Background: an optimization exercise with open tools, aiming at small area, a short achievable clock period and few clock cycles. Do not read the settings as production practice. Only simulation tests tie the RTL to the original design; equivalence was not proved. Power is estimated from default activity; no workload was simulated.

Setup of lane 1:
// chillhub_rx
module chillhub_rx (
    input  wire        clk,
    input  wire        rst,
    input  wire        in_valid,
    output wire        in_ready,
    input  wire [1:0]  in_op,       
    input  wire [7:0]  in_data,     
    input  wire [1:0]  in_class,    
    input  wire [15:0] in_cb,       
    output reg         ev_valid,
    output reg  [1:0]  ev_type,     
    output reg  [15:0] ev_cb,
    output wire [1:0]  ev_class,
    output wire [7:0]  ev_symbol,
    output wire [2:0]  ev_kind,
    output wire [7:0]  ev_len,
    output reg  [7:0]  ev_data,
    output reg  [2:0]  ev_code
);
clock: 5.0 ns
lec_check: 0
abc_area: 1
cap_margin: 40
core_margin: 2
core_utilization: 55
cts_buf_list: sky130_fd_sc_hd__clkbuf_8
cts_cluster_diameter: 50
cts_cluster_size: 15
place_density: 0.7
setup_slack_margin: 2.5
slew_margin: 65
run.sh (not shown) runs the stock make flow with config.mk's settings and CLKGATE_MAP_FILE= SYNTH_SCRIPT=/design/flow/synth_recipe.tcl, a recipe that flattens the netlist after the stock synthesis.
Testbench counts of lane 1, summed over its fixed seeds: cycles 14,173.
Setup changes, lane 1 to lane 3
--- a/flow/design.v
+++ b/flow/design.v
@@ -33,22 +33,20 @@
     reg [15:0]      q_cb;
     reg             q_esc;        
     reg             q_stx;        
     reg             q_lo;         
     reg [SLOTS-1:0] q_key;        
     reg [SLOTS-1:0] m_key;        
     reg             rdy;          
     reg        st_stx, st_len, st_pay, st_hi, st_lo;
     reg        esc;
     reg [5:0]  k;             
-    reg [7:0]  k_row;         
-    reg [7:0]  k_col;         
     reg [5:0]  rem;           
     reg [13:0] sum;           
     reg        hi_ok;         
     reg [7:0]  pbuf [3:61];   
     reg        m_alarm;       
     reg        m_time;        
     reg [1:0]  m_cls;
     reg [7:0]  m_sym;
     reg [2:0]  m_kind;
     reg        m_dt_bad;      
@@ -166,21 +164,21 @@
         for (i = 3; i <= 61; i = i + 1)
             rd_byte = rd_byte | (pbuf[i] & {8{rd_row[i / 8] & rd_col[i % 8]}});
     end
     always @(posedge clk) begin
         ev_cb     <= hit_cb;
         m_key     <= m_key_n;
         ev_data <= rd_byte;
         ev_type <= busy ? 2'd1 : dispatch ? 2'd0 : 2'd2;
         ev_code <= !fin_lit ? DG_FULL : cs_ok ? DG_UNKNOWN : DG_CHECKSUM;
         for (i = 3; i <= 61; i = i + 1)
-            if (k_row[i / 8] && k_col[i % 8])
+            if (k == i)
                 pbuf[i] <= q_d;
         if (dispatch) begin
             rd_row <= 8'b0000_0001;
             rd_col <= m_alarm ? 8'b0001_0000 : 8'b0000_1000;
         end else begin
             rd_col <= {rd_col[6:0], rd_col[7]};
             if (rd_col[7])
                 rd_row <= {rd_row[6:0], rd_row[7]};
         end
     end
@@ -243,53 +241,46 @@
                     slot_used[i] <= 1'b0;
             end
             if (q_v && q_byte && !stall) begin
                 if (st_stx) begin
                     if (q_stx)
                         esc <= 1'b0;
                 end else begin
                     esc <= q_esc && !esc;
                 end
             end
-            if (len_lit) begin
-                k     <= 6'd0;
-                k_row <= 8'd1;
-                k_col <= 8'd1;
-            end
-            if (pay_lit || hi_lit || fin_lit) begin
-                k     <= k + 6'd1;
-                k_col <= {k_col[6:0], k_col[7]};
-                if (k_col[7])
-                    k_row <= {k_row[6:0], k_row[7]};
-            end
+            if (len_lit)
+                k <= 6'd0;
+            if (pay_lit || hi_lit || fin_lit)
+                k <= k + 6'd1;
             if (hi_lit)
                 hi_ok <= (q_d == {2'b00, sum[13:8]});
             if (pay_lit) begin
-                if (k_row[0] && k_col[1]) begin
+                if (k == 6'd1) begin
                     m_alarm <= (q_d == 8'h05);
                     m_time  <= (q_d == 8'h07);
                     m_cls   <= (q_d == 8'h05) ? C_ALARM :
                                (q_d == 8'h07) ? C_TIME  :
                                (q_d <= 8'h4F) ? C_FRIDGE : C_CLOUD;
                     m_sym   <= (q_d == 8'h07) ? 8'h00 : q_d;
                 end
-                if (k_row[0] && k_col[2]) begin
+                if (k == 6'd2) begin
                     m_dt_bad <= 1'b0;
                     case (q_d)
                         8'h03:   begin m_kind <= K_U8;     m_need <= 3'd1; end
                         8'h09:   begin m_kind <= K_BOOL;   m_need <= 3'd1; end
                         8'h05:   begin m_kind <= K_U16;    m_need <= 3'd2; end
                         8'h07:   begin m_kind <= K_U32;    m_need <= 3'd4; end
                         8'h02:   begin m_kind <= K_STRING; m_need <= 3'd0; end
                         default: begin m_kind <= K_U8;     m_need <= 3'd1; m_dt_bad <= 1'b1; end
                     endcase
                     if (m_alarm || m_time) begin
                         m_kind <= K_TIME4;
                         m_need <= 3'd4;
                     end
                 end
-                if (k_row[0] && k_col[3] && m_alarm)
+                if (k == 6'd3 && m_alarm)
                     m_sym <= q_d;
             end
         end
     end
 endmodule
- Comparing lane 3 and lane 1, the higher count of distinct cell types in the synthesized netlist is on lane 3.
- Delta(total routing usage reported by global routing, lane 3 - lane 1) < 0
- Compared with lane 1, in lane 3 achievable frequency shows no meaningful change, cell leakage power shows a reduction of about 6%, multi-input logic area shows an increase of 2.2%.
- On number of global-route vias before repair, lane 3 and lane 1 are basically level.
- Compared with lane 1, in lane 3 clock skew picked up an extra 0.0045 ns, well tap count fell about 1%, total iterations of the first detailed-routing run dropped 1.
Testbench counts of lane 3, summed over its fixed seeds: cycles 14,173.

==> static timing again, ports no longer ideal <==
How much do the figures lean on ideal ports? The routed layouts below were timed once more, with nothing changed but the port constraints. Step 1: set_driving_cell puts a clkbuf_16 on clk and a buf_2 on each other input, an assumption about the parent block. Step 2 adds t to the input delays and takes it off the output delays; t is the mean of the earliest and latest rising clock arrival at the registers after step 1. Input paths then give back, and output paths get back, about the clock's delay inside the block. a / b / c = ideal ports / drivers / drivers and shift; a / b = the first two.
run | shift t [ns] | slack for setup (ns) | hold WS [ns]
lane 1 | 0.767 | 2.468 / 2.418 / 1.972 | 0.471 / 0.471 / 0.471
lane 3 | 0.770 | 2.465 / 2.406 / 1.914 | 0.484 / 0.484 / 0.484
After both steps every run listed still meets setup and hold. The setup slack of lane 3, which loses most, moves by -0.059 ns with the drivers and by -0.551 ns with both steps.
